This design comes from an exercise in tuning for a short achievable clock period and few clock cycles per item on the open sky130 flow, not from production work. In this exercise RTL edits were held to simulation tests only and were not proved equivalent to the original. Power and IR drop assume default switching activity.

**design.v**
```verilog
module nezoba_maptab (
    input  wire [3:0] cfg,
    input  wire [3:0] btn,
    input  wire [1:0] slot,    
    output reg  [6:0] word
);
    always @(*) begin
        word = 7'h2B;
        case ({cfg, btn, slot})
            {4'd0, 4'd0,  2'd1}: word = 7'h11;    
            {4'd0, 4'd1,  2'd1}: word = 7'h15;    
            {4'd0, 4'd2,  2'd1}: word = 7'h17;    
            {4'd0, 4'd3,  2'd1}: word = 7'h13;    
            {4'd0, 4'd4,  2'd1}: word = 7'h00;    
            {4'd0, 4'd5,  2'd1}: word = 7'h01;
            {4'd0, 4'd6,  2'd1}: word = 7'h02;
            {4'd0, 4'd7,  2'd1}: word = 7'h03;
            {4'd0, 4'd8,  2'd1}: word = 7'h04;
            {4'd0, 4'd9,  2'd1}: word = 7'h05;
            {4'd0, 4'd10, 2'd1}: word = 7'h06;
            {4'd0, 4'd11, 2'd1}: word = 7'h07;
            {4'd0, 4'd12, 2'd1}: word = 7'h08;
            {4'd0, 4'd13, 2'd1}: word = 7'h09;
            {4'd0, 4'd14, 2'd1}: word = 7'h0A;    
            {4'd1, 4'd8,  2'd1}: word = 7'h40;    
            {4'd1, 4'd9,  2'd1}: word = 7'h01;    
            {4'd1, 4'd9,  2'd2}: word = 7'h02;    
            {4'd1, 4'd9,  2'd3}: word = 7'h43;    
            {4'd2, 4'd0,  2'd1}: word = 7'h13;    
            {4'd2, 4'd1,  2'd1}: word = 7'h13;    
            {4'd2, 4'd2,  2'd1}: word = 7'h13;    
            {4'd2, 4'd3,  2'd1}: word = 7'h17;    
            {4'd2, 4'd4,  2'd1}: word = 7'h12;    
            {4'd2, 4'd5,  2'd1}: word = 7'h16;    
            {4'd2, 4'd6,  2'd1}: word = 7'h11;    
            {4'd2, 4'd6,  2'd2}: word = 7'h11;
            {4'd2, 4'd6,  2'd3}: word = 7'h11;
            {4'd2, 4'd7,  2'd1}: word = 7'h10;    
            {4'd2, 4'd8,  2'd1}: word = 7'h1A;    
            {4'd2, 4'd9,  2'd1}: word = 7'h27;    
            {4'd2, 4'd9,  2'd2}: word = 7'h05;    
            {4'd2, 4'd10, 2'd1}: word = 7'h17;    
            {4'd15, 4'd0, 2'd1}: word = 7'h51;    
            {4'd15, 4'd1, 2'd1}: word = 7'h01;    
            {4'd15, 4'd1, 2'd2}: word = 7'h2C;    
            {4'd15, 4'd1, 2'd3}: word = 7'h02;    
            default: word = 7'h2B;
        endcase
    end
endmodule
module nezoba_debounce #(
    parameter [31:0] DEBOUNCE_TICKS = 32'd5000
) (
    input  wire        clk,
    input  wire        rst,
    input  wire        first,     
    input  wire        nv,        
    input  wire [31:0] now,
    input  wire [31:0] t_now,     
    input  wire        sample,    
    input  wire [7:0]  raw,
    output reg  [7:0]  acc,
    output reg  [7:0]  prev,
    output wire        res_eff,
    output wire        upd,       
    output reg         res,
    output reg         ans,
    output reg         same,
    output wire        el
);
    reg        tsu;       
    reg [31:0] ts;
    reg [31:0] tsv;
    reg        tsw;
    wire in_win;
    nezoba_window u_win (
        .clk(clk), .t(now), .lo(ts), .hi(tsv), .wrap(tsw), .in_win(in_win)
    );
    assign el = !in_win;                 
    wire eq  = (raw == prev);
    assign res_eff = res || (nv && (!el || ans));
    assign upd     = !res && nv && el && ans && same;
    always @(posedge clk) begin
        if (tsu && !same) begin
            ts         <= t_now;
            {tsw, tsv} <= {1'b0, t_now} + {1'b0, DEBOUNCE_TICKS} + 33'd1;
        end
        if (sample)
            same <= eq;
    end
    always @(posedge clk) begin
        if (rst) begin
            acc  <= 8'hFF;
            prev <= 8'hFF;
            res  <= 1'b0;
            ans  <= 1'b0;
            tsu  <= 1'b0;
        end else begin
            tsu <= sample;
            if (first) begin
                acc <= upd ? prev : acc;
                res <= (prev == (upd ? prev : acc));
                ans <= 1'b0;
            end else if (res_eff) begin
                res <= 1'b1;
                if (upd)
                    acc <= prev;
            end
            if (sample) begin
                prev <= raw;
                ans  <= 1'b1;
            end
        end
    end
endmodule
module nezoba_window (
    input  wire        clk,
    input  wire [31:0] t,
    input  wire [31:0] lo,
    input  wire [31:0] hi,
    input  wire        wrap,
    output wire        in_win
);
    reg [7:0] gt_lo, eq_lo, lt_hi, eq_hi;
    reg       wrap_r;
    integer i;
    always @(posedge clk) begin
        for (i = 0; i < 8; i = i + 1) begin
            gt_lo[i] <= (t[4*i +: 4] >  lo[4*i +: 4]);
            eq_lo[i] <= (t[4*i +: 4] == lo[4*i +: 4]);
            lt_hi[i] <= (t[4*i +: 4] <  hi[4*i +: 4]);
            eq_hi[i] <= (t[4*i +: 4] == hi[4*i +: 4]);
        end
        wrap_r <= wrap;
    end
    reg ge, lt;
    always @(*) begin
        ge = 1'b1;
        lt = 1'b0;
        for (i = 0; i < 8; i = i + 1) begin
            ge = gt_lo[i] | (eq_lo[i] & ge);
            lt = lt_hi[i] | (eq_hi[i] & lt);
        end
    end
    assign in_win = wrap_r ? (ge | lt) : (ge & lt);
endmodule
module nezoba_core #(
    parameter integer N_BUTTONS          = 15,
    parameter [31:0]  DEBOUNCE_TICKS     = 32'd5000,
    parameter [31:0]  TURBO_PERIOD_TICKS = 32'd13300,
    parameter [31:0]  CFG_DEBOUNCE_TICKS = 32'd5000,
    parameter integer CFG_MAX_READS      = 0,
    parameter [0:0]   TURBO_PHASE_INIT   = 1'b0
) (
    input  wire        clk,
    input  wire        rst,           
    input  wire [31:0] now,
    output reg  [1:0]  exp_op,
    input  wire [7:0]  exp_data,
    input  wire        exp_done,
    output reg  [2:0]  pin_pullup,
    input  wire [2:0]  cfg_pin,
    output reg  [7:0]  evt,
    output reg         evt_valid,
    output wire        halted,
    output wire [1:0]  fault
);
    localparam [1:0] OP_NONE = 2'd0, OP_INIT = 2'd1, OP_READA = 2'd2, OP_READB = 2'd3;
    localparam [2:0] S_INIT = 3'd0, S_CFG = 3'd1, S_WAIT = 3'd2,
                     S_BEGIN = 3'd4, S_RUN = 3'd5, S_HALT = 3'd6;
    localparam [7:0] EV_BEGIN = 8'h00, EV_RELALL = 8'h20, EV_PRESS = 8'h40,
                     EV_DPAD  = 8'h60, EV_COMMIT = 8'h80, EV_DIAG  = 8'hE3;
    localparam integer NS  = 3 * N_BUTTONS;    
    localparam integer NSA = 24;               
    reg  [2:0]  st;
    reg         halt_r;
    reg  [31:0] now_r;           
    reg         cfg_prev;
    reg         cfg_prev_v;
    reg  [31:0] cfg_t;           
    reg  [31:0] cfg_tv;          
    reg         cfg_tw;          
    reg  [1:0]  cfg_wt;          
    reg  [3:0]  cfg_index;
    reg         turbo_phase;
    reg  [31:0] turbo_ts;
    reg  [31:0] turbo_tv;        
    reg         turbo_tw;        
    reg         turbo_upd;       
    reg         turbo_tvu;       
    reg         relall_pend;     
    reg         c1;              
    reg         c2;              
    reg         nv;              
    reg         b_ans;           
    reg         dpad_done;       
    reg  [NS-1:0] allow;         
    reg  [1:0]    lz_sel;        
    reg  [NS-1:0] lz_pa, lz_pb;  
    wire [NS-1:0] allow_eff = lz_sel[0] ? lz_pa : lz_sel[1] ? lz_pb : allow;
    assign halted = halt_r;
    assign fault  = {halt_r, halt_r};
    reg  [3:0]  now_eq;
    integer nb;
    always @(posedge clk) begin
        now_r <= now;
        for (nb = 0; nb < 4; nb = nb + 1)
            now_eq[nb] <= (now[8*nb +: 8] == now_r[8*nb +: 8]);
    end
    wire run      = (st == S_RUN);
    wire sample_a = run && exp_op == OP_READA && exp_done;
    wire sample_b = run && exp_op == OP_READB && exp_done;
    wire [7:0] acc_a, prev_a, acc_b, prev_b;
    wire       rese_a, rese_b, upd_a, upd_b;
    wire       res_a, ans_a, same_a, el_a, res_b, ans_b, same_b, el_b;
    nezoba_debounce #(.DEBOUNCE_TICKS(DEBOUNCE_TICKS)) u_bank_a (
        .clk(clk), .rst(rst), .first(relall_pend), .nv(nv),
        .now(now), .t_now(now_r),
        .sample(sample_a), .raw(exp_data),
        .acc(acc_a), .prev(prev_a), .res_eff(rese_a), .upd(upd_a),
        .res(res_a), .ans(ans_a), .same(same_a), .el(el_a)
    );
    nezoba_debounce #(.DEBOUNCE_TICKS(DEBOUNCE_TICKS)) u_bank_b (
        .clk(clk), .rst(rst), .first(relall_pend), .nv(nv),
        .now(now), .t_now(now_r),
        .sample(sample_b), .raw(exp_data),
        .acc(acc_b), .prev(prev_b), .res_eff(rese_b), .upd(upd_b),
        .res(res_b), .ans(ans_b), .same(same_b), .el(el_b)
    );
    wire tb_in;
    nezoba_window u_turbo_win (
        .clk(clk), .t(now), .lo(turbo_ts), .hi(turbo_tv), .wrap(turbo_tw), .in_win(tb_in)
    );
    wire tb_flip = c2 && !tb_in;                        
    wire turbo   = turbo_phase ^ tb_flip;               
    wire cfg_in;
    nezoba_window u_cfg_win (
        .clk(clk), .t(now), .lo(cfg_t), .hi(cfg_tv), .wrap(cfg_tw), .in_win(cfg_in)
    );
    wire [NS-1:0]   isb, tt, ill;
    wire [4*NS-1:0] pkey;
    wire [2*NS-1:0] sdx, sdy;       
    genvar gb, gs;
    generate
        for (gb = 0; gb < N_BUTTONS; gb = gb + 1) begin : g_btn
            for (gs = 1; gs <= 3; gs = gs + 1) begin : g_slot
                localparam integer J = gb*3 + gs-1;
                wire [6:0] w;
                nezoba_maptab u_rom (
                    .cfg(cfg_index), .btn(gb[3:0]), .slot(gs[1:0]), .word(w)
                );
                wire [5:0] k = w[5:0];
                assign isb[J] = (k < 6'd16);
                assign tt[J]  = w[6];
                assign ill[J] = (k >= 6'd44) || (w[6] && k >= 6'd16);
                assign pkey[4*J +: 4] = k[3:0];
                reg [1:0] dx, dy;
                always @(*) begin
                    case (k)
                        6'd17:   begin dx = 2'b00; dy = 2'b01; end    
                        6'd18:   begin dx = 2'b01; dy = 2'b01; end    
                        6'd19:   begin dx = 2'b01; dy = 2'b00; end    
                        6'd20:   begin dx = 2'b01; dy = 2'b11; end    
                        6'd21:   begin dx = 2'b00; dy = 2'b11; end    
                        6'd22:   begin dx = 2'b11; dy = 2'b11; end    
                        6'd23:   begin dx = 2'b11; dy = 2'b00; end    
                        6'd24:   begin dx = 2'b11; dy = 2'b01; end    
                        default: begin dx = 2'b00; dy = 2'b00; end    
                    endcase
                end
                assign sdx[2*J +: 2] = w[6] ? 2'b00 : dx;
                assign sdy[2*J +: 2] = w[6] ? 2'b00 : dy;
            end
        end
    endgenerate
    reg [15:0] relm;
    integer rb;
    always @(posedge clk)
        for (rb = 0; rb < 16; rb = rb + 1)
            relm[rb] <= (rb < N_BUTTONS) &&
                        (|(isb[3*rb +: 3] | ill[3*rb +: 3]) ||
                         |{sdx[6*rb +: 6], sdy[6*rb +: 6]});
    wire       wa_any [0:3], wa_ill [0:3], wa_wt [0:3];
    wire [3:0] wa_key [0:3];
    wire [NS-1:0] wa_pass [0:3];
    wire       wb_any [0:3], wb_ill [0:3], wb_wt [0:3];
    wire [3:0] wb_key [0:3];
    wire [NS-1:0] wb_pass [0:3];
    wire [3:0] dp [0:3];
    genvar gv;
    generate
        for (gv = 0; gv < 4; gv = gv + 1) begin : g_var
            nezoba_walk #(.NS(NS), .J0(0), .J1(NSA)) u_wa (
                .acc(gv[0] ? prev_a : acc_a), .allow(allow_eff),
                .isb(isb), .tt(tt), .ill(ill), .pkey(pkey),
                .turbo(turbo_phase ^ gv[1]), .nv(nv),
                .any(wa_any[gv]), .illo(wa_ill[gv]), .wt(wa_wt[gv]), .key(wa_key[gv]),
                .pass(wa_pass[gv])
            );
            nezoba_walk #(.NS(NS), .J0(NSA), .J1(NS)) u_wb (
                .acc(gv[0] ? prev_b : acc_b), .allow(allow_eff),
                .isb(isb), .tt(tt), .ill(ill), .pkey(pkey),
                .turbo(turbo_phase ^ gv[1]), .nv(nv),
                .any(wb_any[gv]), .illo(wb_ill[gv]), .wt(wb_wt[gv]), .key(wb_key[gv]),
                .pass(wb_pass[gv])
            );
            nezoba_dpad #(.NS(NS)) u_dp (
                .acc_a(gv[0] ? prev_a : acc_a), .acc_b(gv[1] ? prev_b : acc_b),
                .sdx(sdx), .sdy(sdy), .dlut(dp[gv])
            );
        end
    endgenerate
    wire [7:0]    c_evt   [0:7];
    wire [7:0]    c_flags [0:7];
    wire [NS-1:0] c_pa [0:7];
    wire [NS-1:0] c_pb [0:7];
    reg ag_ar, ag_br, mv_a, mv_b;
    always @(posedge clk) begin
        ag_ar <= ~|((acc_a ^ prev_a) & relm[7:0]);
        ag_br <= ~|((acc_b ^ prev_b) & relm[15:8]);
        mv_a  <= sample_a || upd_a;
        mv_b  <= sample_b || upd_b;
    end
    wire ag_a = ag_ar && !mv_a;
    wire ag_b = ag_br && !mv_b;
    genvar ge;
    generate
        for (ge = 0; ge < 8; ge = ge + 1) begin : g_case
            localparam EA = ge % 2, EB = (ge / 2) % 2, ET = ge / 4;
            wire ra = res_a || (nv && (!EA || ans_a)) || ag_a;
            wire ua = EA && !res_a && nv && ans_a && same_a;
            wire rb = res_b || (nv && (!EB || ans_b)) || ag_b;
            wire ub = EB && !res_b && nv && ans_b && same_b;
            wire tf = c2 && !ET;
            wire [1:0] sa = {tf, ua};
            wire [1:0] sb = {tf, ub};
            wire       any_a = wa_any[sa], ill_a = wa_ill[sa], wt_a = wa_wt[sa];
            wire [3:0] key_a = wa_key[sa];
            wire       any_b = wb_any[sb], ill_b = wb_ill[sb], wt_b = wb_wt[sb];
            wire [3:0] key_b = wb_key[sb];
            wire [3:0] dl    = dp[{ub, ua}];
            reg        v, dg, pa, pb, dd;
            always @(*) begin
                dg = 1'b0; pa = 1'b0; pb = 1'b0; dd = 1'b0;
                if (ra) begin
                    if (any_a) begin
                        if (ill_a)
                            dg = b_ans;
                        else
                            pa = !wt_a;
                    end else if (rb) begin
                        if (any_b) begin
                            if (ill_b)
                                dg = b_ans;
                            else
                                pb = !wt_b;
                        end else
                            dd = 1'b1;
                    end
                end
                v = dg || pa || pb || dd;
            end
            assign c_flags[ge] = {3'd0, v, dg, pa, pb, dd};
            assign c_evt[ge]   = dg ? EV_DIAG :
                                 dd ? (EV_DPAD | {4'd0, dl}) :
                                      (EV_PRESS | {4'd0, pa ? key_a : key_b});
            assign c_pa[ge] = wa_pass[sa];
            assign c_pb[ge] = wb_pass[sb];
        end
    endgenerate
    wire cfg_r = ~exp_data[7];                         
    wire [2:0]    ci      = {tb_in, el_b, el_a};
    wire [7:0]    w_evt   = c_evt[ci];
    wire [NS-1:0] w_pass_a = c_pa[ci];
    wire [NS-1:0] w_pass_b = c_pb[ci];
    wire          w_pa     = c_flags[ci][2];
    wire          w_pb     = c_flags[ci][1];
    wire          w_v     = c_flags[ci][4];
    wire          w_diag  = c_flags[ci][3];
    wire          w_dpad  = c_flags[ci][0];
    wire cm_now  = dpad_done && b_ans;
    wire cm_done = dpad_done && !b_ans && exp_op == OP_READB;
    wire commit  = cm_now || (cm_done && exp_done);
    always @(posedge clk) begin
        if (st == S_CFG && exp_done) begin
            cfg_prev  <= cfg_r;
            cfg_t     <= now;
            cfg_index <= {~cfg_pin[0], ~cfg_pin[1], ~cfg_pin[2], cfg_r};
        end
        if (st == S_CFG)
            {cfg_tw, cfg_tv} <= {1'b0, now_r} + {1'b0, CFG_DEBOUNCE_TICKS};
        else
            {cfg_tw, cfg_tv} <= {1'b0, cfg_t} + {1'b0, CFG_DEBOUNCE_TICKS};
        if (st == S_BEGIN)
            turbo_ts <= now;          
        else if (turbo_upd)
            turbo_ts <= now_r;        
        if (turbo_tvu)
            {turbo_tw, turbo_tv} <= {1'b0, turbo_ts} + {1'b0, TURBO_PERIOD_TICKS};
        lz_pa <= w_pass_a;
        lz_pb <= w_pass_b;
        if (relall_pend || dpad_done)
            lz_sel <= 2'd0;
        else
            lz_sel <= w_pa ? 2'd1 : w_pb ? 2'd2 : 2'd0;
        if (relall_pend)
            allow <= {NS{1'b1}};
        else
            allow <= allow_eff;
        if (st == S_BEGIN)
            evt <= EV_BEGIN;
        else if (dpad_done)
            evt <= EV_COMMIT;
        else
            evt <= relall_pend ? EV_RELALL : w_evt;
        c1 <= relall_pend;
        c2 <= c1;
        turbo_tvu <= turbo_upd || st == S_BEGIN;
    end
    always @(posedge clk) begin
        if (rst) begin
            st          <= S_INIT;
            exp_op      <= OP_INIT;
            pin_pullup  <= 3'b111;
            halt_r      <= 1'b0;
            cfg_prev_v  <= 1'b0;
            cfg_wt      <= 2'd0;
            turbo_phase <= TURBO_PHASE_INIT;
            turbo_upd   <= 1'b0;
            relall_pend <= 1'b0;
            nv          <= 1'b0;
            b_ans       <= 1'b0;
            dpad_done   <= 1'b0;
            evt_valid   <= 1'b0;
        end else begin
            evt_valid <= 1'b0;
            turbo_upd <= 1'b0;
            case (st)
                S_INIT: begin
                    if (exp_done) begin
                        exp_op <= OP_READB;
                        st     <= S_CFG;
                    end
                end
                S_CFG: begin
                    if (exp_done) begin
                        exp_op     <= OP_NONE;
                        cfg_prev_v <= 1'b1;
                        cfg_wt     <= 2'd2;
                        st         <= (cfg_prev_v && cfg_r == cfg_prev) ? S_BEGIN : S_WAIT;
                    end
                end
                S_WAIT: begin
                    if (cfg_wt == 2'd2 && &now_eq)
                        cfg_wt <= 2'd0;
                    else if (cfg_wt != 2'd0)
                        cfg_wt <= cfg_wt - 2'd1;
                    else if (!cfg_in) begin
                        exp_op <= OP_READB;
                        st     <= S_CFG;
                    end
                end
                S_BEGIN: begin
                    evt_valid   <= 1'b1;        
                    exp_op      <= OP_READA;
                    relall_pend <= 1'b1;
                    st          <= S_RUN;
                end
                S_RUN: begin
                    if (exp_done) begin
                        if (exp_op == OP_READA)
                            exp_op <= OP_READB;
                        else if (exp_op == OP_READB)
                            exp_op <= dpad_done ? OP_READA : OP_NONE;
                    end
                    if (cm_now)
                        exp_op <= OP_READA;
                    if (sample_b)
                        b_ans <= 1'b1;
                    if (relall_pend) begin
                        nv    <= 1'b0;
                        b_ans <= 1'b0;
                    end
                    if (c1)
                        nv <= 1'b1;
                    if (tb_flip) begin
                        turbo_phase <= ~turbo_phase;
                        turbo_upd   <= 1'b1;
                    end
                    relall_pend <= commit;
                    if (relall_pend)
                        evt_valid <= 1'b1;
                    else if (dpad_done) begin
                        evt_valid <= commit;
                        dpad_done <= !commit;
                    end else begin
                        evt_valid <= w_v;
                        dpad_done <= w_dpad;
                        if (w_diag) begin
                            halt_r <= 1'b1;
                            exp_op <= OP_NONE;
                            st     <= S_HALT;
                        end
                    end
                end
                default: ;    
            endcase
        end
    end
endmodule
module nezoba_walk #(
    parameter integer NS = 45,
    parameter integer J0 = 0,
    parameter integer J1 = 24
) (
    input  wire [7:0]      acc,
    input  wire [NS-1:0]   allow,
    input  wire [NS-1:0]   isb,
    input  wire [NS-1:0]   tt,
    input  wire [NS-1:0]   ill,
    input  wire [4*NS-1:0] pkey,
    input  wire            turbo,
    input  wire            nv,
    output wire            any,
    output reg             illo,
    output reg             wt,
    output reg  [3:0]      key,
    output wire [NS-1:0]   pass
);
    wire [NS-1:0] act;
    wire [NS:0]   below;           
    assign below[J0] = 1'b0;
    genvar gj;
    generate
        for (gj = 0; gj < NS; gj = gj + 1) begin : g_j
            if (gj >= J0 && gj < J1) begin : g_in
                wire p = !acc[gj/3 - J0/3];
                assign act[gj] = allow[gj] && p &&
                                 ((isb[gj] && (!tt[gj] || !nv || turbo)) || ill[gj]);
                assign below[gj+1] = below[gj] || act[gj];
                assign pass[gj] = allow[gj] && below[gj];
            end else begin : g_out
                assign act[gj]  = 1'b0;
                assign pass[gj] = allow[gj];
            end
        end
    endgenerate
    assign any = below[J1];
    integer j;
    always @(*) begin
        key = 4'd0; illo = 1'b0; wt = 1'b0;
        for (j = J1-1; j >= J0; j = j - 1)
            if (act[j]) begin
                key  = pkey[4*j +: 4];
                illo = ill[j];
                wt   = tt[j] && !nv;
            end
    end
endmodule
module nezoba_dpad #(
    parameter integer NS = 45
) (
    input  wire [7:0]      acc_a,
    input  wire [7:0]      acc_b,
    input  wire [2*NS-1:0] sdx,
    input  wire [2*NS-1:0] sdy,
    output reg  [3:0]      dlut
);
    wire [15:0] accepted = {acc_b, acc_a};
    reg [NS:0] px, mx, py, my;
    reg        p;
    integer j;
    always @(*) begin
        px = {{NS{1'b0}}, 1'b1};
        mx = {{NS{1'b0}}, 1'b1};
        py = {{NS{1'b0}}, 1'b1};
        my = {{NS{1'b0}}, 1'b1};
        for (j = 0; j < NS; j = j + 1) begin
            p  = !accepted[j/3];
            px = px | ({px[NS-1:0], 1'b0} & {(NS+1){p && sdx[2*j +: 2] == 2'b01}});
            mx = mx | ({mx[NS-1:0], 1'b0} & {(NS+1){p && sdx[2*j +: 2] == 2'b11}});
            py = py | ({py[NS-1:0], 1'b0} & {(NS+1){p && sdy[2*j +: 2] == 2'b01}});
            my = my | ({my[NS-1:0], 1'b0} & {(NS+1){p && sdy[2*j +: 2] == 2'b11}});
        end
    end
    wire xp = |(px[NS:1] & ~mx[NS:1]);
    wire xm = |(mx[NS:1] & ~px[NS:1]);
    wire yp = |(py[NS:1] & ~my[NS:1]);
    wire ym = |(my[NS:1] & ~py[NS:1]);
    always @(*) begin
        case ({xp, xm, yp, ym})
            4'b0010: dlut = 4'd1;    
            4'b1010: dlut = 4'd2;    
            4'b1000: dlut = 4'd3;    
            4'b1001: dlut = 4'd4;    
            4'b0001: dlut = 4'd5;    
            4'b0101: dlut = 4'd6;    
            4'b0100: dlut = 4'd7;    
            4'b0110: dlut = 4'd8;    
            default: dlut = 4'd0;    
        endcase
    end
endmodule
```
**flow/run.sh**
```bash
#!/bin/bash
set -euo pipefail
bash standard.sh SETUP_SLACK_MARGIN=7.8 MATCH_CELL_FOOTPRINT=0 \
    "BUFFER_PORTS_ARGS=-buffer_cell sky130_fd_sc_hd__buf_4" finish > standard_make.log 2>&1
```
**standard.sh**
```bash
#!/bin/bash
# synth_recipe.tcl (not shown) runs the flow's synth.tcl, then flattens the netlist and writes it again
# the make line also repeats each setting of config.mk as NAME=value (left out here)
make -C /OpenROAD-flow-scripts/flow DESIGN_CONFIG=/design/flow/config.mk WORK_HOME=/design/flow/orfs CLKGATE_MAP_FILE= SYNTH_SCRIPT=/design/flow/synth_recipe.tcl "${@:-finish}"
```
**config.mk**
```make
export PLATFORM = sky130hd
export DESIGN_NAME = nezoba_core
export DESIGN_NICKNAME = nezoba_core
export VERILOG_FILES = /design/flow/design.v
export SDC_FILE = /design/flow/constraint.sdc
export NUM_CORES = 4
export LEC_CHECK = 0
export CAP_MARGIN = 20
export CORE_MARGIN = 2
export CORE_UTILIZATION = 40
export PLACE_DENSITY = 0.6
export SLEW_MARGIN = 20
```
**constraint.sdc**
```tcl
create_clock -name core_clock -period 11.0 [get_ports {clk}]
set_input_delay 2.2000 -clock core_clock [delete_from_list [all_inputs] [get_ports {clk}]]
set_output_delay 2.2000 -clock core_clock [all_outputs]
set_load 0.01 [all_outputs]
```
==> impl_metrics.csv, run 1 <==
group,metric,value,unit
outcome,status,"finished clean",
placement,placed_area,30800,um2
sta,clock_skew,69.1,ps
setup_path,critPathLaunchType,"register",
setup_path,crit_arrival,3900,ps
min_path,hold_path.class,"reg2reg",
route,drt_iter0_drc,1526,
route,detail_route.wl_per_cell,19.6,um
pwr,ir_drop,125,uV
floorplan,ioPinCount,63,
setup_path,endpoint_kind,"register",
min_path,hold_start,"cfg_tw",
clock_tree,htreeDepth,2,
cells_and_area,layout_common_cells,"dfxtp_1, inv_1, ha_1",
sta,setup_violations,0,
setup_path,crit_start,"cfg_index[1]",
sta,layout_min_cycle_time,3420,ps
sta,max_freq,0.292,GHz
setup_path,path_depth,15,
setup_path,path_buf_inv,4,
synth,yosys_warnings,15,
job,drv_cap,0,
sta,slew_violations,0,
route,drt-met1-wl,35400,um
synth,seq_area_frac_synth,45.8,%
clock_tree,clk_pin_slew,60,ps
route,antenna_left,0,
route,first_pass_iters,6,
synth,synth_edf_count,233,
floorplan,die_w,275,um
floorplan,num_rows,99,
floorplan,start_util,40.4,%
setup_path,crit_fanout,5,
route,top_layer_used,"met5",
clock_tree,clock_sinks,556,
cells_and_area,fin_cells,4143,
sta,tns,0,ps
floorplan,die_area,75700,um2
route,via_per_inst,5.39,
cells_and_area,antenna_cells,0,
placement,place_inst,3939,
setup_path,required,11480,ps
clock_tree,cts_tree,"yes",
placement,port_buffers,58,
synth,ys_types,98,
route,wl_met3,3480,um
clock_tree,clkLatencyLatePin,650,ps
synth,ys_async_sr_fraction,0,%
cells_and_area,fin_nets,3455,
global_route,grtUsageTotal,21.3,%
pwr,p_leak,14.2,nW
global_route,grt_max_degree,66,
setup_path,worstPathCellList,"buf_6 > xnor2_4 > a2111o_1 > buf_6 > o221ai_4 > nor4_4 > buf_4 > buf_6 > nand2_4 > o21ai_4 > nor2_2 > a2111o_1 > nand2_2 > nor3b_2 > a2111oi_2",
synth,ys_ff_latch,556,
clock_tree,hold_buffers,0,
placement,place.gp.congestion,0.930,
route,drc,0,
setup_path,critPathMaxStageDelay,500,ps
global_route,grt_pass1_vias,21757,
sta,hold_viol_final,0,
setup_path,r2r_cells,15,
clock_tree,cts_made_buffers,60,
synth,postSynthCellCount,3013,
setup_path,r2r_start,"cfg_index[1]",
min_path,whs_path_depth,0,
setup_path,cpLargestDelayFamily,"compound AO/OA/AOI/OAI gates",
global_route,grt_overflow,0,
placement,hpwl,57900,um
route,vias,22338,
cells_and_area,layout_commonest_cell,"dfxtp_1",
cells_and_area,final_util,47.2,%
pwr,p_per_area,177,nW/um2
synth,ys.flop_type,"dfxtp_1",
sta,worstMarginPinSlew,1010,ps
sta,rsz0062_at_grt,"true",
cells_and_area,drive_above_1_share,15.7,%
route,routed_wl,81100,um
clock_tree,cts_root_buf,"clkbuf_16",
clock_tree,cts_max_path_buffers,3,
sta,period_share,31.1,%
setup_path,crit_slowest_cell,"edfxtp_1",
cells_and_area,syn2layout_area_growth,17.0,%
route,met2_length,39000,um
floorplan,die_h,275,um
global_route,grt_pass1_wl,125000,um
cells_and_area,fin_area,34400,um2
setup_path,crit_type,"reg2reg",
setup_path,path_common_cell,"buf_6",
sta,slew_headroom,32.5,%
synth,syn-cell-area,29400,um2
floorplan,core_area,72800,um2
global_route,antenna_found_initial,2,
synth,avgSynthCellArea,9.76,um2
[cells by family (layout without fill, tap and decap cells)]
group,after synthesis,count (layout),synth area share [%]
simple gates,949,950,16.5
compound gates,589,589,12.9
flops,556,556,45.8
buf+inv,398,566,5.29
fa+ha+maj,281,281,11.9
xor+xnor,178,178,5.30
mux,60,60,2.26
other cells,2,4,0.0255
[layer usage]
metal | vias up | track usage (%)
li1 | 10940 | -
met4 | 4 | 8.26
met1 | 10663 | 27.1
met5 | - | 0
met2 | 552 | 36.8
met3 | 179 | 2.61
[area by class of cell]
class / instances / area [um2]
sequential: 556 / 13500
multi-input combinational: 2062 / 15300
timing repair buffer: 167 / 1400
tap: 959 / 1200
fill: 6867 / 38400
timing repair inverter: 1 / 5.00
inverter: 287 / 1100
clock buffer: 84 / 1680
clock inverter: 27 / 211
[where the power goes]
group	leakage, nW	total (mW)	switching (mW)	internal [mW]
combinational	8.47	1.46	0.872	0.593
clock	0.932	1.94	0.849	1.09
sequential	4.79	2.69	0.180	2.51
total	14.2	6.09	1.90	4.19
[synthesized netlist by cell type (17+ instances only)]
master	instances	share of area, %
dfxtp_1	323	22
inv_1	277	3.5
ha_1	274	12
nand2_1	241	3.1
edfxtp_1	233	24
nor2_1	207	2.6
o21ai_0	159	2.7
a21oi_1	150	2.6
xnor2_1	134	4.0
nand3_1	88	1.5
clkbuf_1	85	1.1
nor2b_1	76	1.6
nand2b_1	72	1.5
and4_1	56	1.7
nor3_1	55	0.94
xor2_1	44	1.3
nand4_1	37	0.79
o211ai_1	34	0.87
a211oi_1	32	0.82
mux2_2	31	1.2
or3_1	28	0.60
o22ai_1	25	0.53
mux2i_1	24	0.82
a31oi_1	20	0.43
and3_1	17	0.36
[metrics by stage]
step           hold WS, ps  setup WS (ps)  power, mW
2_1_floorplan          310           7800       3.58
3_3_place_gp           311           6850       4.03
3_5_place_dp           322           6860       4.05
4_1_cts                336           7580       6.12
5_1_grt                345           7450       6.44
6_report               330           7580       6.09
[final timing paths]
kind                       to  slack, ps
min          u_cfg_win.wrap_r        330
min reg2reg  u_cfg_win.wrap_r        330
max reg2reg         evt_valid       7580
max                 evt_valid       7580
[flip-flops by register name, summed over array words and instances, names as in the netlist, 16 cells and up]
name,cells
lz_pb,16
allow,17
now_r,32
u_bank_a.ts,32
turbo_tv,32
cfg_tv,32
u_bank_b.ts,32
u_bank_b.tsv,32
cfg_t,32
u_bank_a.tsv,32
turbo_ts,32
lz_pa,16
[repair_timing]
| action | 4_1_cts | 5_1_grt |
|---|---|---|
| pin swaps | 29 | 39 |
| cloned | 3 | 0 |
| gates resized for setup | 164 | 91 |
| setup endpoints to repair | 66 | 80 |
| buffers inserted | 62 | 28 |
| hold endpoints to repair | 0 | 0 |
Testbench counts, summed over its fixed seeds: cycles 3,139, iterations 480.
==> run 2: changes to the inputs <==
--- a/design.v
+++ b/design.v
@@ -195,9 +195,6 @@
     reg         b_ans;           
     reg         dpad_done;       
     reg  [NS-1:0] allow;         
-    reg  [1:0]    lz_sel;        
-    reg  [NS-1:0] lz_pa, lz_pb;  
-    wire [NS-1:0] allow_eff = lz_sel[0] ? lz_pa : lz_sel[1] ? lz_pb : allow;
     assign halted = halt_r;
     assign fault  = {halt_r, halt_r};
     reg  [3:0]  now_eq;
@@ -280,49 +277,66 @@
             relm[rb] <= (rb < N_BUTTONS) &&
                         (|(isb[3*rb +: 3] | ill[3*rb +: 3]) ||
                          |{sdx[6*rb +: 6], sdy[6*rb +: 6]});
+    reg  [NS-1:0] act_r [0:3];
+    reg  [NS-1:0] tsl_r [0:1];
+    reg  [3:0]    dp    [0:3];
+    wire [7:0]    ba [0:1];
+    wire [7:0]    bb [0:1];
+    assign ba[0] = acc_a; assign ba[1] = prev_a;
+    assign bb[0] = acc_b; assign bb[1] = prev_b;
     wire       wa_any [0:3], wa_ill [0:3], wa_wt [0:3];
     wire [3:0] wa_key [0:3];
     wire [NS-1:0] wa_pass [0:3];
     wire       wb_any [0:3], wb_ill [0:3], wb_wt [0:3];
     wire [3:0] wb_key [0:3];
     wire [NS-1:0] wb_pass [0:3];
-    wire [3:0] dp [0:3];
-    genvar gv;
+    genvar gv, gj2;
     generate
         for (gv = 0; gv < 4; gv = gv + 1) begin : g_var
+            for (gj2 = 0; gj2 < NS; gj2 = gj2 + 1) begin : g_act
+                wire p = (gj2 < NSA) ? !ba[gv % 2][gj2/3] : !bb[gv % 2][gj2/3 - NSA/3];
+                always @(posedge clk)
+                    act_r[gv][gj2] <= p && ((isb[gj2] && (!tt[gj2] || gv / 2 == 1)) || ill[gj2]);
+                if (gv < 2) begin : g_ts
+                    always @(posedge clk)
+                        tsl_r[gv][gj2] <= p && isb[gj2] && tt[gj2];
+                end
+            end
             nezoba_walk #(.NS(NS), .J0(0), .J1(NSA)) u_wa (
-                .acc(gv[0] ? prev_a : acc_a), .allow(allow_eff),
-                .isb(isb), .tt(tt), .ill(ill), .pkey(pkey),
-                .turbo(turbo_phase ^ gv[1]), .nv(nv),
+                .act_t(act_r[gv]), .tsl(tsl_r[gv % 2]), .allow(allow),
+                .tt(tt), .ill(ill), .pkey(pkey), .nv(nv),
                 .any(wa_any[gv]), .illo(wa_ill[gv]), .wt(wa_wt[gv]), .key(wa_key[gv]),
                 .pass(wa_pass[gv])
             );
             nezoba_walk #(.NS(NS), .J0(NSA), .J1(NS)) u_wb (
-                .acc(gv[0] ? prev_b : acc_b), .allow(allow_eff),
-                .isb(isb), .tt(tt), .ill(ill), .pkey(pkey),
-                .turbo(turbo_phase ^ gv[1]), .nv(nv),
+                .act_t(act_r[gv]), .tsl(tsl_r[gv % 2]), .allow(allow),
+                .tt(tt), .ill(ill), .pkey(pkey), .nv(nv),
                 .any(wb_any[gv]), .illo(wb_ill[gv]), .wt(wb_wt[gv]), .key(wb_key[gv]),
                 .pass(wb_pass[gv])
             );
+            wire [3:0] dl;
             nezoba_dpad #(.NS(NS)) u_dp (
-                .acc_a(gv[0] ? prev_a : acc_a), .acc_b(gv[1] ? prev_b : acc_b),
-                .sdx(sdx), .sdy(sdy), .dlut(dp[gv])
+                .acc_a(ba[gv % 2]), .acc_b(bb[gv / 2]),
+                .sdx(sdx), .sdy(sdy), .dlut(dl)
             );
+            always @(posedge clk) dp[gv] <= dl;
         end
     endgenerate
     wire [7:0]    c_evt   [0:7];
     wire [7:0]    c_flags [0:7];
     wire [NS-1:0] c_pa [0:7];
     wire [NS-1:0] c_pb [0:7];
-    reg ag_ar, ag_br, mv_a, mv_b;
+    reg ag_ar, ag_br, mvp_a, mvp_b, mva_a, mva_b;
     always @(posedge clk) begin
         ag_ar <= ~|((acc_a ^ prev_a) & relm[7:0]);
         ag_br <= ~|((acc_b ^ prev_b) & relm[15:8]);
-        mv_a  <= sample_a || upd_a;
-        mv_b  <= sample_b || upd_b;
+        mvp_a <= sample_a;
+        mvp_b <= sample_b;
+        mva_a <= upd_a;
+        mva_b <= upd_b;
     end
-    wire ag_a = ag_ar && !mv_a;
-    wire ag_b = ag_br && !mv_b;
+    wire ag_a = ag_ar && !mvp_a && !mva_a;
+    wire ag_b = ag_br && !mvp_b && !mva_b;
     genvar ge;
     generate
         for (ge = 0; ge < 8; ge = ge + 1) begin : g_case
@@ -331,24 +345,28 @@
             wire ua = EA && !res_a && nv && ans_a && same_a;
             wire rb = res_b || (nv && (!EB || ans_b)) || ag_b;
             wire ub = EB && !res_b && nv && ans_b && same_b;
-            wire tf = c2 && !ET;
-            wire [1:0] sa = {tf, ua};
-            wire [1:0] sb = {tf, ub};
+            wire tp = turbo_phase ^ (c2 && !ET);
+            wire pa_ = ua || mva_a;
+            wire pb_ = ub || mva_b;
+            wire ka  = pa_ ? !mvp_a : !mva_a;
+            wire kb  = pb_ ? !mvp_b : !mva_b;
+            wire [1:0] sa = {tp, pa_};
+            wire [1:0] sb = {tp, pb_};
             wire       any_a = wa_any[sa], ill_a = wa_ill[sa], wt_a = wa_wt[sa];
             wire [3:0] key_a = wa_key[sa];
             wire       any_b = wb_any[sb], ill_b = wb_ill[sb], wt_b = wb_wt[sb];
             wire [3:0] key_b = wb_key[sb];
-            wire [3:0] dl    = dp[{ub, ua}];
+            wire [3:0] dl    = dp[{pb_, pa_}];
             reg        v, dg, pa, pb, dd;
             always @(*) begin
                 dg = 1'b0; pa = 1'b0; pb = 1'b0; dd = 1'b0;
-                if (ra) begin
+                if (ra && ka) begin
                     if (any_a) begin
                         if (ill_a)
                             dg = b_ans;
                         else
                             pa = !wt_a;
-                    end else if (rb) begin
+                    end else if (rb && kb) begin
                         if (any_b) begin
                             if (ill_b)
                                 dg = b_ans;
@@ -397,16 +415,12 @@
             turbo_ts <= now_r;        
         if (turbo_tvu)
             {turbo_tw, turbo_tv} <= {1'b0, turbo_ts} + {1'b0, TURBO_PERIOD_TICKS};
-        lz_pa <= w_pass_a;
-        lz_pb <= w_pass_b;
-        if (relall_pend || dpad_done)
-            lz_sel <= 2'd0;
-        else
-            lz_sel <= w_pa ? 2'd1 : w_pb ? 2'd2 : 2'd0;
         if (relall_pend)
             allow <= {NS{1'b1}};
-        else
-            allow <= allow_eff;
+        else if (w_pa)
+            allow <= w_pass_a;
+        else if (w_pb)
+            allow <= w_pass_b;
         if (st == S_BEGIN)
             evt <= EV_BEGIN;
         else if (dpad_done)
@@ -513,13 +527,12 @@
     parameter integer J0 = 0,
     parameter integer J1 = 24
 ) (
-    input  wire [7:0]      acc,
+    input  wire [NS-1:0]   act_t,
+    input  wire [NS-1:0]   tsl,
     input  wire [NS-1:0]   allow,
-    input  wire [NS-1:0]   isb,
     input  wire [NS-1:0]   tt,
     input  wire [NS-1:0]   ill,
     input  wire [4*NS-1:0] pkey,
-    input  wire            turbo,
     input  wire            nv,
     output wire            any,
     output reg             illo,
@@ -534,9 +547,7 @@
     generate
         for (gj = 0; gj < NS; gj = gj + 1) begin : g_j
             if (gj >= J0 && gj < J1) begin : g_in
-                wire p = !acc[gj/3 - J0/3];
-                assign act[gj] = allow[gj] && p &&
-                                 ((isb[gj] && (!tt[gj] || !nv || turbo)) || ill[gj]);
+                assign act[gj] = allow[gj] && (act_t[gj] || (!nv && tsl[gj]));
                 assign below[gj+1] = below[gj] || act[gj];
                 assign pass[gj] = allow[gj] && below[gj];
             end else begin : g_out
==> impl_metrics.csv, run 2 <==
group,metric,value,unit
pwr,p_total,5.62,mW
setup_path,crit_slowest_cell,"dfxtp_4",
clock_tree,cts_root_buf,"clkbuf_16",
synth,ys_top_cells_by_area,"edfxtp_1, dfxtp_1, ha_1",
global_route,grt_pass1_wl,137000,um
route,routed_wl,90000,um
synth,syn-cell-area,31800,um2
outcome,status,"finished clean",
setup_path,critPathLaunchType,"register",
synth,ys_async_sr_fraction,0,%
route,drc,0,
route,drt_iter0_drc,1876,
floorplan,core_area,78700,um2
sta,clock_skew,47.4,ps
floorplan,num_rows,103,
floorplan,start_util,40.3,%
sta,rsz0062_at_grt,"true",
synth,ys_types,96,
min_path,hold_path.class,"reg2reg",
setup_path,endpoint_kind,"output pin",
route,antenna_left,0,
setup_path,path_buf_inv,1,
global_route,grt_pass1_vias,23438,
synth,seq_area_frac_synth,44.0,%
synth,synth_top_area_share,22.0,%
global_route,antenna_found_initial,0,
sta,setup_slack,7710,ps
sta,worstMarginPinSlew,1070,ps
sta,layout_min_cycle_time,3290,ps
global_route,grt_max_degree,60,
job,drv_cap,0,
route,first_pass_iters,6,
synth,ys.flop_type,"dfxtp_1",
floorplan,die_area,81700,um2
cells_and_area,syn2layout_area_growth,17.2,%
clock_tree,cts_made_buffers,70,
placement,dpl_worst_slack,6950,ps
clock_tree,cts_tree,"yes",
setup_path,crit_type,"reg2out",
sta,slew_violations,0,
clock_tree,clock_sinks,582,
synth,yosys_warnings,21,
min_path,hold_start,"cfg_tw",
global_route,grtUsageTotal,21.6,%
synth,ys_ff_latch,582,
route,detail_route.wl_per_cell,20.0,um
cells_and_area,fin_nets,3706,
pwr,p_per_area,151,nW/um2
setup_path,crit_fanout,1,
setup_path,r2r_cells,12,
synth,synth_commonest_cells,"dfxtp_1, nand2_1, inv_1, ha_1, nor2_1",
clock_tree,clkLatencyLatePin,630,ps
sta,hold_viol_final,0,
setup_path,r2r_start,"cfg_index[0]",
setup_path,crit_arrival,1090,ps
route,vias,24641,
synth,yosysMostFrequentCell,"dfxtp_1",
setup_path,required,8800,ps
min_path,min_to,"u_cfg_win.wrap_r",
setup_path,critPathMaxStageDelay,360,ps
sta,max_freq,0.304,GHz
clock_tree,cts_max_path_buffers,3,
pwr,p_leak,15.3,nW
sta,tns,0,ps
placement,port_buffers,58,
pwr,ir_drop,102,uV
setup_path,worstPathCellList,"buf_6",
global_route,grt_overflow,0,
setup_path,r2r_end,"evt[1]",
synth,avgSynthCellArea,9.71,um2
sta,setup_violations,0,
setup_path,r2r_setup_slack,7770,ps
min_path,whs_path_depth,0,
clock_tree,htreeDepth,3,
setup_path,cpLargestDelayFamily,"flip-flops",
cells_and_area,drive_above_1_share,15.3,%
clock_tree,hold_buffers,0,
synth,postSynthCellCount,3270,
floorplan,die_w,286,um
placement,place.gp.congestion,0.971,
placement,hpwl,64900,um
cells_and_area,largest-register,"act_r",
cells_and_area,antenna_cells,0,
sta,timing.hold.ws,326,ps
cells_and_area,layout_commonest_cell,"dfxtp_1",
floorplan,ioPinCount,63,
sta,slew_headroom,28.5,%
cells_and_area,largest_register_ffs,38,
floorplan,die_h,286,um
synth,synth_edf_count,233,
synth,synth_top_cell_by_area,"edfxtp_1",
sta,period_share,29.9,%
clock_tree,clk_pin_slew,60,ps
route,via_per_inst,5.48,
cells_and_area,layout_common_cells,"dfxtp_1, nand2_1, inv_1",
## run 2: cell types whose count changed after synthesis, moves of 28 or more
cell / before / now
mux2i_1: 24 / 52
mux4_2: 1 / 29
nand2_1: 241 / 295
nand3b_1: 3 / 38
nor2_1: 207 / 252
o21ai_0: 159 / 188
## run 2: final cells by class
cell class	instances	area, um2
multi-input combinational	2287	17000
sequential	582	14000
timing repair buffer	165	1330
clock inverter	36	514
inverter	283	1090
tap	1050	1310
clock buffer	94	1940
timing repair inverter	1	7.51
fill	7322	41500
## run 2: report_power, final
group          switching (mW)  internal (mW)
clock network           0.973           1.45
registers               0.122           2.36
logic                   0.435          0.283
total                    1.53           4.09
## run 2: stage by stage
stage	instance area (um2)	cells	utilization, %
after floorplan	31800	3276	-
after global placement	33200	4285	42.2
after detailed placement	33200	4285	42.2
after CTS	36500	4462	46.3
after global routing	37200	4498	47.3
final	37200	4498	47.3
## run 2: how the worst max path moves through the flow
stage	start	slack [ps]	end	cells past startpoint
floorplan	exp_done	7730	cfg_index[0]	3
global placement	now_r[3]	6960	u_bank_a.tsw	10
detailed placement	cfg_index[1]	6950	evt[3]	9
CTS	halt_r	7670	fault[1]	1
global route	cfg_index[0]	7610	evt[1]	12
finish	evt[5]	7710	evt[5]	1
## run 2: timing repair
item	in CTS	in global routing
resized for setup	113	113
gates cloned	2	0
pin swaps	15	44
endpoints found under the setup margin	124	64
setup buffers	45	36
## run 2: per-layer routing
layer | up-vias | GRT usage [%] | wire length (um)
met5 | - | 0 | 0
met4 | 0 | 6.66 | 2730
met3 | 164 | 2.78 | 3920
met2 | 644 | 37.0 | 43400
met1 | 11863 | 28.3 | 40000
li1 | 11970 | - | -
## run 2: cell families (layout without fill, tap and decap cells)
kind of cell	Yosys count	after routing	synth area share, %
flip-flops	582	582	44.0
AND/OR/NAND/NOR	1056	1057	16.9
multiplexers	120	120	5.13
other	2	8	0.0236
AO/OA/AOI/OAI	645	645	13.0
adder cells (fa/ha/maj)	280	280	11.0
buffers and inverters	408	579	5.06
XOR/XNOR	177	177	4.91
Testbench counts of run 2, summed over its fixed seeds: cycles 3,194, iterations 480.
==> run 3: changes to the inputs <==
--- a/design.v
+++ b/design.v
@@ -98,8 +98,7 @@
         end else begin
             tsu <= sample;
             if (first) begin
-                acc <= upd ? prev : acc;
-                res <= (prev == (upd ? prev : acc));
+                res <= (prev == acc);
                 ans <= 1'b0;
             end else if (res_eff) begin
                 res <= 1'b1;
@@ -181,7 +180,7 @@
     reg  [31:0] cfg_tv;          
     reg         cfg_tw;          
     reg  [1:0]  cfg_wt;          
-    reg  [3:0]  cfg_index;
+    reg  [15:0] cfg_oh;          
     reg         turbo_phase;
     reg  [31:0] turbo_ts;
     reg  [31:0] turbo_tv;        
@@ -197,13 +196,7 @@
     reg  [NS-1:0] allow;         
     assign halted = halt_r;
     assign fault  = {halt_r, halt_r};
-    reg  [3:0]  now_eq;
-    integer nb;
-    always @(posedge clk) begin
-        now_r <= now;
-        for (nb = 0; nb < 4; nb = nb + 1)
-            now_eq[nb] <= (now[8*nb +: 8] == now_r[8*nb +: 8]);
-    end
+    always @(posedge clk) now_r <= now;
     wire run      = (st == S_RUN);
     wire sample_a = run && exp_op == OP_READA && exp_done;
     wire sample_b = run && exp_op == OP_READB && exp_done;
@@ -237,136 +230,116 @@
     wire [NS-1:0]   isb, tt, ill;
     wire [4*NS-1:0] pkey;
     wire [2*NS-1:0] sdx, sdy;       
-    genvar gb, gs;
+    genvar gb, gs, gk;
     generate
         for (gb = 0; gb < N_BUTTONS; gb = gb + 1) begin : g_btn
             for (gs = 1; gs <= 3; gs = gs + 1) begin : g_slot
                 localparam integer J = gb*3 + gs-1;
-                wire [6:0] w;
-                nezoba_maptab u_rom (
-                    .cfg(cfg_index), .btn(gb[3:0]), .slot(gs[1:0]), .word(w)
-                );
-                wire [5:0] k = w[5:0];
-                assign isb[J] = (k < 6'd16);
-                assign tt[J]  = w[6];
-                assign ill[J] = (k >= 6'd44) || (w[6] && k >= 6'd16);
-                assign pkey[4*J +: 4] = k[3:0];
-                reg [1:0] dx, dy;
-                always @(*) begin
-                    case (k)
-                        6'd17:   begin dx = 2'b00; dy = 2'b01; end    
-                        6'd18:   begin dx = 2'b01; dy = 2'b01; end    
-                        6'd19:   begin dx = 2'b01; dy = 2'b00; end    
-                        6'd20:   begin dx = 2'b01; dy = 2'b11; end    
-                        6'd21:   begin dx = 2'b00; dy = 2'b11; end    
-                        6'd22:   begin dx = 2'b11; dy = 2'b11; end    
-                        6'd23:   begin dx = 2'b11; dy = 2'b00; end    
-                        6'd24:   begin dx = 2'b11; dy = 2'b01; end    
-                        default: begin dx = 2'b00; dy = 2'b00; end    
-                    endcase
+                wire [15:0] k_isb, k_tt, k_ill;
+                wire [15:0] k_key [0:3];
+                wire [15:0] k_dx [0:1];
+                wire [15:0] k_dy [0:1];
+                for (gk = 0; gk < 16; gk = gk + 1) begin : g_cfg
+                    wire [6:0] w;
+                    nezoba_maptab u_rom (
+                        .cfg(gk[3:0]), .btn(gb[3:0]), .slot(gs[1:0]), .word(w)
+                    );
+                    wire [5:0] k = w[5:0];
+                    reg [1:0] dx, dy;
+                    always @(*) begin
+                        case (k)
+                            6'd17:   begin dx = 2'b00; dy = 2'b01; end    
+                            6'd18:   begin dx = 2'b01; dy = 2'b01; end    
+                            6'd19:   begin dx = 2'b01; dy = 2'b00; end    
+                            6'd20:   begin dx = 2'b01; dy = 2'b11; end    
+                            6'd21:   begin dx = 2'b00; dy = 2'b11; end    
+                            6'd22:   begin dx = 2'b11; dy = 2'b11; end    
+                            6'd23:   begin dx = 2'b11; dy = 2'b00; end    
+                            6'd24:   begin dx = 2'b11; dy = 2'b01; end    
+                            default: begin dx = 2'b00; dy = 2'b00; end    
+                        endcase
+                    end
+                    wire on = cfg_oh[gk];
+                    assign k_isb[gk]    = on && (k < 6'd16);
+                    assign k_tt[gk]     = on && w[6];
+                    assign k_ill[gk]    = on && ((k >= 6'd44) || (w[6] && k >= 6'd16));
+                    assign k_key[0][gk] = on && k[0];
+                    assign k_key[1][gk] = on && k[1];
+                    assign k_key[2][gk] = on && k[2];
+                    assign k_key[3][gk] = on && k[3];
+                    assign k_dx[0][gk]  = on && !w[6] && dx[0];
+                    assign k_dx[1][gk]  = on && !w[6] && dx[1];
+                    assign k_dy[0][gk]  = on && !w[6] && dy[0];
+                    assign k_dy[1][gk]  = on && !w[6] && dy[1];
                 end
-                assign sdx[2*J +: 2] = w[6] ? 2'b00 : dx;
-                assign sdy[2*J +: 2] = w[6] ? 2'b00 : dy;
+                assign isb[J] = |k_isb;
+                assign tt[J]  = |k_tt;
+                assign ill[J] = |k_ill;
+                assign pkey[4*J +: 4] = {|k_key[3], |k_key[2], |k_key[1], |k_key[0]};
+                assign sdx[2*J +: 2]  = {|k_dx[1], |k_dx[0]};
+                assign sdy[2*J +: 2]  = {|k_dy[1], |k_dy[0]};
             end
         end
     endgenerate
-    reg [15:0] relm;
-    integer rb;
-    always @(posedge clk)
-        for (rb = 0; rb < 16; rb = rb + 1)
-            relm[rb] <= (rb < N_BUTTONS) &&
-                        (|(isb[3*rb +: 3] | ill[3*rb +: 3]) ||
-                         |{sdx[6*rb +: 6], sdy[6*rb +: 6]});
-    reg  [NS-1:0] act_r [0:3];
-    reg  [NS-1:0] tsl_r [0:1];
-    reg  [3:0]    dp    [0:3];
-    wire [7:0]    ba [0:1];
-    wire [7:0]    bb [0:1];
-    assign ba[0] = acc_a; assign ba[1] = prev_a;
-    assign bb[0] = acc_b; assign bb[1] = prev_b;
     wire       wa_any [0:3], wa_ill [0:3], wa_wt [0:3];
     wire [3:0] wa_key [0:3];
     wire [NS-1:0] wa_pass [0:3];
     wire       wb_any [0:3], wb_ill [0:3], wb_wt [0:3];
     wire [3:0] wb_key [0:3];
     wire [NS-1:0] wb_pass [0:3];
-    genvar gv, gj2;
+    wire [3:0] dp [0:3];
+    genvar gv;
     generate
         for (gv = 0; gv < 4; gv = gv + 1) begin : g_var
-            for (gj2 = 0; gj2 < NS; gj2 = gj2 + 1) begin : g_act
-                wire p = (gj2 < NSA) ? !ba[gv % 2][gj2/3] : !bb[gv % 2][gj2/3 - NSA/3];
-                always @(posedge clk)
-                    act_r[gv][gj2] <= p && ((isb[gj2] && (!tt[gj2] || gv / 2 == 1)) || ill[gj2]);
-                if (gv < 2) begin : g_ts
-                    always @(posedge clk)
-                        tsl_r[gv][gj2] <= p && isb[gj2] && tt[gj2];
-                end
-            end
             nezoba_walk #(.NS(NS), .J0(0), .J1(NSA)) u_wa (
-                .act_t(act_r[gv]), .tsl(tsl_r[gv % 2]), .allow(allow),
-                .tt(tt), .ill(ill), .pkey(pkey), .nv(nv),
+                .acc(gv[0] ? prev_a : acc_a), .allow(allow),
+                .isb(isb), .tt(tt), .ill(ill), .pkey(pkey),
+                .turbo(turbo_phase ^ gv[1]), .nv(nv),
                 .any(wa_any[gv]), .illo(wa_ill[gv]), .wt(wa_wt[gv]), .key(wa_key[gv]),
                 .pass(wa_pass[gv])
             );
             nezoba_walk #(.NS(NS), .J0(NSA), .J1(NS)) u_wb (
-                .act_t(act_r[gv]), .tsl(tsl_r[gv % 2]), .allow(allow),
-                .tt(tt), .ill(ill), .pkey(pkey), .nv(nv),
+                .acc(gv[0] ? prev_b : acc_b), .allow(allow),
+                .isb(isb), .tt(tt), .ill(ill), .pkey(pkey),
+                .turbo(turbo_phase ^ gv[1]), .nv(nv),
                 .any(wb_any[gv]), .illo(wb_ill[gv]), .wt(wb_wt[gv]), .key(wb_key[gv]),
                 .pass(wb_pass[gv])
             );
-            wire [3:0] dl;
             nezoba_dpad #(.NS(NS)) u_dp (
-                .acc_a(ba[gv % 2]), .acc_b(bb[gv / 2]),
-                .sdx(sdx), .sdy(sdy), .dlut(dl)
+                .acc_a(gv[0] ? prev_a : acc_a), .acc_b(gv[1] ? prev_b : acc_b),
+                .sdx(sdx), .sdy(sdy), .dlut(dp[gv])
             );
-            always @(posedge clk) dp[gv] <= dl;
         end
     endgenerate
     wire [7:0]    c_evt   [0:7];
     wire [7:0]    c_flags [0:7];
-    wire [NS-1:0] c_pa [0:7];
-    wire [NS-1:0] c_pb [0:7];
-    reg ag_ar, ag_br, mvp_a, mvp_b, mva_a, mva_b;
-    always @(posedge clk) begin
-        ag_ar <= ~|((acc_a ^ prev_a) & relm[7:0]);
-        ag_br <= ~|((acc_b ^ prev_b) & relm[15:8]);
-        mvp_a <= sample_a;
-        mvp_b <= sample_b;
-        mva_a <= upd_a;
-        mva_b <= upd_b;
-    end
-    wire ag_a = ag_ar && !mvp_a && !mva_a;
-    wire ag_b = ag_br && !mvp_b && !mva_b;
+    wire [NS-1:0] c_allow [0:7];
     genvar ge;
     generate
         for (ge = 0; ge < 8; ge = ge + 1) begin : g_case
             localparam EA = ge % 2, EB = (ge / 2) % 2, ET = ge / 4;
-            wire ra = res_a || (nv && (!EA || ans_a)) || ag_a;
+            wire ra = res_a || (nv && (!EA || ans_a));
             wire ua = EA && !res_a && nv && ans_a && same_a;
-            wire rb = res_b || (nv && (!EB || ans_b)) || ag_b;
+            wire rb = res_b || (nv && (!EB || ans_b));
             wire ub = EB && !res_b && nv && ans_b && same_b;
-            wire tp = turbo_phase ^ (c2 && !ET);
-            wire pa_ = ua || mva_a;
-            wire pb_ = ub || mva_b;
-            wire ka  = pa_ ? !mvp_a : !mva_a;
-            wire kb  = pb_ ? !mvp_b : !mva_b;
-            wire [1:0] sa = {tp, pa_};
-            wire [1:0] sb = {tp, pb_};
+            wire tf = c2 && !ET;
+            wire [1:0] sa = {tf, ua};
+            wire [1:0] sb = {tf, ub};
             wire       any_a = wa_any[sa], ill_a = wa_ill[sa], wt_a = wa_wt[sa];
             wire [3:0] key_a = wa_key[sa];
             wire       any_b = wb_any[sb], ill_b = wb_ill[sb], wt_b = wb_wt[sb];
             wire [3:0] key_b = wb_key[sb];
-            wire [3:0] dl    = dp[{pb_, pa_}];
+            wire [3:0] dl    = dp[{ub, ua}];
             reg        v, dg, pa, pb, dd;
             always @(*) begin
                 dg = 1'b0; pa = 1'b0; pb = 1'b0; dd = 1'b0;
-                if (ra && ka) begin
+                if (ra) begin
                     if (any_a) begin
                         if (ill_a)
                             dg = b_ans;
                         else
                             pa = !wt_a;
-                    end else if (rb && kb) begin
+                    end else if (rb) begin
                         if (any_b) begin
                             if (ill_b)
                                 dg = b_ans;
@@ -382,17 +355,13 @@
             assign c_evt[ge]   = dg ? EV_DIAG :
                                  dd ? (EV_DPAD | {4'd0, dl}) :
                                       (EV_PRESS | {4'd0, pa ? key_a : key_b});
-            assign c_pa[ge] = wa_pass[sa];
-            assign c_pb[ge] = wb_pass[sb];
+            assign c_allow[ge] = pa ? wa_pass[sa] : pb ? wb_pass[sb] : allow;
         end
     endgenerate
     wire cfg_r = ~exp_data[7];                         
     wire [2:0]    ci      = {tb_in, el_b, el_a};
     wire [7:0]    w_evt   = c_evt[ci];
-    wire [NS-1:0] w_pass_a = c_pa[ci];
-    wire [NS-1:0] w_pass_b = c_pb[ci];
-    wire          w_pa     = c_flags[ci][2];
-    wire          w_pb     = c_flags[ci][1];
+    wire [NS-1:0] w_allow = c_allow[ci];
     wire          w_v     = c_flags[ci][4];
     wire          w_diag  = c_flags[ci][3];
     wire          w_dpad  = c_flags[ci][0];
@@ -403,12 +372,9 @@
         if (st == S_CFG && exp_done) begin
             cfg_prev  <= cfg_r;
             cfg_t     <= now;
-            cfg_index <= {~cfg_pin[0], ~cfg_pin[1], ~cfg_pin[2], cfg_r};
+            cfg_oh    <= 16'd1 << {~cfg_pin[0], ~cfg_pin[1], ~cfg_pin[2], cfg_r};
         end
-        if (st == S_CFG)
-            {cfg_tw, cfg_tv} <= {1'b0, now_r} + {1'b0, CFG_DEBOUNCE_TICKS};
-        else
-            {cfg_tw, cfg_tv} <= {1'b0, cfg_t} + {1'b0, CFG_DEBOUNCE_TICKS};
+        {cfg_tw, cfg_tv} <= {1'b0, cfg_t} + {1'b0, CFG_DEBOUNCE_TICKS};
         if (st == S_BEGIN)
             turbo_ts <= now;          
         else if (turbo_upd)
@@ -417,10 +383,8 @@
             {turbo_tw, turbo_tv} <= {1'b0, turbo_ts} + {1'b0, TURBO_PERIOD_TICKS};
         if (relall_pend)
             allow <= {NS{1'b1}};
-        else if (w_pa)
-            allow <= w_pass_a;
-        else if (w_pb)
-            allow <= w_pass_b;
+        else if (!dpad_done)
+            allow <= w_allow;
         if (st == S_BEGIN)
             evt <= EV_BEGIN;
         else if (dpad_done)
@@ -465,9 +429,7 @@
                     end
                 end
                 S_WAIT: begin
-                    if (cfg_wt == 2'd2 && &now_eq)
-                        cfg_wt <= 2'd0;
-                    else if (cfg_wt != 2'd0)
+                    if (cfg_wt != 2'd0)
                         cfg_wt <= cfg_wt - 2'd1;
                     else if (!cfg_in) begin
                         exp_op <= OP_READB;
@@ -527,12 +489,13 @@
     parameter integer J0 = 0,
     parameter integer J1 = 24
 ) (
-    input  wire [NS-1:0]   act_t,
-    input  wire [NS-1:0]   tsl,
+    input  wire [7:0]      acc,
     input  wire [NS-1:0]   allow,
+    input  wire [NS-1:0]   isb,
     input  wire [NS-1:0]   tt,
     input  wire [NS-1:0]   ill,
     input  wire [4*NS-1:0] pkey,
+    input  wire            turbo,
     input  wire            nv,
     output wire            any,
     output reg             illo,
@@ -547,7 +510,9 @@
     generate
         for (gj = 0; gj < NS; gj = gj + 1) begin : g_j
             if (gj >= J0 && gj < J1) begin : g_in
-                assign act[gj] = allow[gj] && (act_t[gj] || (!nv && tsl[gj]));
+                wire p = !acc[gj/3 - J0/3];
+                assign act[gj] = allow[gj] && p &&
+                                 ((isb[gj] && (!tt[gj] || !nv || turbo)) || ill[gj]);
                 assign below[gj+1] = below[gj] || act[gj];
                 assign pass[gj] = allow[gj] && below[gj];
             end else begin : g_out
==> impl_metrics.csv, run 3 <==
group,metric,value,unit
route,routed_wl,85200,um
clock_tree,cts_max_path_buffers,3,
clock_tree,cts_root_buf,"clkbuf_16",
cells_and_area,final_util,47.8,%
floorplan,die_w,270,um
sta,rsz0062_at_grt,"true",
floorplan,die_area,73200,um2
global_route,top_usage_layer,"met2",
setup_path,path_buf_inv,1,
sta,max_freq,0.303,GHz
cells_and_area,syn2layout_area_growth,18.0,%
cells_and_area,antenna_cells,0,
synth,yosys_warnings,7,
sta,clock_skew,61.8,ps
sta,hold_viol_final,0,
sta,worstMarginPinSlew,957,ps
synth,ys.flop_type,"dfxtp_1",
synth,synth_top_area_share,26.0,%
placement,place.gp.congestion,0.971,
cells_and_area,fin_nets,3334,
route,vias,22551,
global_route,grt_pass1_vias,22291,
synth,ys_top_cells_by_area,"edfxtp_1, dfxtp_1, ha_1",
synth,synth_edf_count,246,
setup_path,cpLargestDelayFamily,"simple AND/OR/NAND/NOR gates",
cells_and_area,seqCellArea,12900,um2
synth,avgSynthCellArea,9.79,um2
setup_path,endpoint_kind,"register",
setup_path,crit_slowest_cell,"or4_4",
sta,setup_violations,0,
cells_and_area,layout_commonest_cell,"inv_1",
setup_path,critPathLaunchType,"register",
sta,layout_min_cycle_time,3300,ps
synth,ys_async_sr_fraction,0,%
floorplan,ioPinCount,63,
setup_path,crit_arrival,3780,ps
clock_tree,clkLatencyLatePin,640,ps
route,drc,0,
clock_tree,htreeDepth,2,
min_path,hold_path.class,"reg2reg",
synth,ys_types,103,
floorplan,die_h,270,um
clock_tree,cts_tree,"yes",
route,first_pass_iters,6,
synth,synth_commonest_cells,"dfxtp_1, inv_1, ha_1, edfxtp_1, nor2_1",
route,drt_iter0_drc,1479,
sta,slew_violations,0,
setup_path,crit_type,"reg2reg",
global_route,grt_pass1_wl,130000,um
global_route,globalRouteMet2Util,41.1,%
global_route,grt_util_met3,2.90,%
sta,tns,0,ps
global_route,antenna_found_initial,0,
cells_and_area,fill_cells,6489,
floorplan,start_util,40.5,%
job,drv_cap,0,
pwr,p_per_area,136,nW/um2
setup_path,worstPathCellList,"and2b_2 > o21ai_0 > buf_4 > and4_4 > a221oi_4 > or2_4 > nor3b_4 > nor3_2 > or4_4 > a211o_1 > a211o_1",
synth,syn-cell-area,28400,um2
global_route,grt_max_degree,61,
outcome,status,"finished clean",
cells_and_area,multi_input_area,14900,um2
route,detail_route.wl_per_cell,21.2,um
sta,period_share,30.0,%
pwr,p_leak,13.6,nW
route,antenna_left,0,
synth,yosysMostFrequentCell,"dfxtp_1",
sta,slew_headroom,35.3,%
synth,postSynthCellCount,2902,
setup_path,required,11480,ps
setup_path,crit_fanout,6,
synth,seq_area_frac_synth,45.3,%
synth,ys_ff_latch,520,
cells_and_area,drive_above_1_share,16.8,%
clock_tree,clock_sinks,520,
placement,hpwl,61900,um
floorplan,num_rows,97,
pwr,ir_drop,146,uV
global_route,grt_overflow,0,
floorplan,core_area,70100,um2
global_route,use_met1,27.1,%
cells_and_area,layout_common_cells,"inv_1, ha_1, edfxtp_1",
route,via_per_inst,5.62,
setup_path,critPathMaxStageDelay,580,ps
setup_path,path_common_cell,"a211o_1",
synth,synth_top_cell_by_area,"edfxtp_1",
clock_tree,cts_made_buffers,58,
global_route,grtUsageTotal,22.7,%
clock_tree,clk_pin_slew,60,ps
placement,port_buffers,58,
run 3: repair_timing:
| action | in CTS | in global routing |
|---|---|---|
| pin swaps | 26 | 35 |
| gates resized for setup | 141 | 116 |
| hold buffers | 0 | 0 |
| setup buffers | 44 | 33 |
| cloned | 3 | 4 |
| endpoints found under the setup margin | 45 | 48 |
run 3: cells by family (layout without fill, tap and decap cells):
kind of cell	count (synthesis)	in the layout	share of synthesized area, %
AO/OA/AOI/OAI	634	634	14.7
XOR/XNOR	119	119	3.67
adder cells (fa/ha/maj)	272	272	11.9
buffers and inverters	371	540	5.21
flip-flops	520	520	45.3
multiplexers	59	59	2.23
other	2	4	0.0264
AND/OR/NAND/NOR	925	926	16.9
run 3: stage by stage:
| stage | setup slack, ps | instance area (um2) | std cells | total power, mW | hold slack (ps) |
|---|---|---|---|---|---|
| after floorplan | 7740 | 28400 | 2904 | 2.42 | 310 |
| after global placement | 6800 | 29700 | 3820 | 2.55 | 310 |
| after detailed placement | 6820 | 29700 | 3820 | 2.56 | 320 |
| after CTS | 7640 | 32600 | 3977 | 4.58 | 333 |
| after global routing | 7620 | 33500 | 4014 | 4.73 | 344 |
| final | 7700 | 33500 | 4014 | 4.56 | 332 |
run 3: path summary, 6_finish.rpt:
| kind | startpoint | to | slack [ps] | depth (start not counted) |
|---|---|---|---|---|
| setup / recovery | allow[30] | allow[28] | 7700 | 11 |
| hold / removal | cfg_tw | u_cfg_win.wrap_r | 330 | 0 |
| hold reg to reg | cfg_tw | u_cfg_win.wrap_r | 330 | 0 |
| setup reg to reg | allow[30] | allow[28] | 7700 | 11 |
run 3: final cells by class:
type | count | share of cell area, %
Clock buffer | 84 | 5.25
Clock inverter | 26 | 0.773
Inverter | 270 | 3.06
Multi-Input combinational cell | 2014 | 44.6
Sequential cell | 520 | 38.6
Tap cell | 940 | 3.51
Timing Repair Buffer | 160 | 4.23
run 3: layer usage:
| layer | vias up | wire length [um] |
|---|---|---|
| met5 | - | 0 |
| met4 | 0 | 3620 |
| met3 | 196 | 3730 |
| met2 | 639 | 42900 |
| met1 | 10999 | 35000 |
| li1 | 10717 | - |
run 3: power by group:
group / internal [mW] / switching (mW)
logic: 0.166 / 0.234
clock network: 1.17 / 0.823
registers: 2.10 / 0.0679
total: 3.43 / 1.12
Testbench counts of run 3, summed over its fixed seeds: cycles 3,187, iterations 480.

[separate check: timing with driven ports]
How much do the figures lean on ideal ports? The routed layouts below were timed once more, with nothing changed but the port constraints.
Step 1 sets driving cells, clkbuf_16 on the clock port and buf_2 on the other inputs (assumed; they add their load-dependent delay and slew).
Step 2 moves the port delays by t, midway between the first and last clock arrival at a register: inputs arrive t later, outputs are due t later. That takes back most of the time a late clock gives input paths.
Three values: ideal, step 1, step 2; two values: the first two.
run	t, ns	setup slack, ns	latest minus earliest clock arrival (ns)	worst slew at a driven data input, ns	pins driven straight from the clock port
run 1	0.673	7.577 / 7.577 / 7.233	0.069 / 0.069	0.14	1
run 2	0.672	7.707 / 7.642 / 7.238	0.050 / 0.051	0.05	1
run 3	0.679	7.700 / 7.640 / 7.201	0.061 / 0.062	0.06	1
After both steps every run listed still meets setup and hold. The setup slack of run 3, which loses most, moves by -0.060 ns with the drivers and by -0.499 ns with both steps.
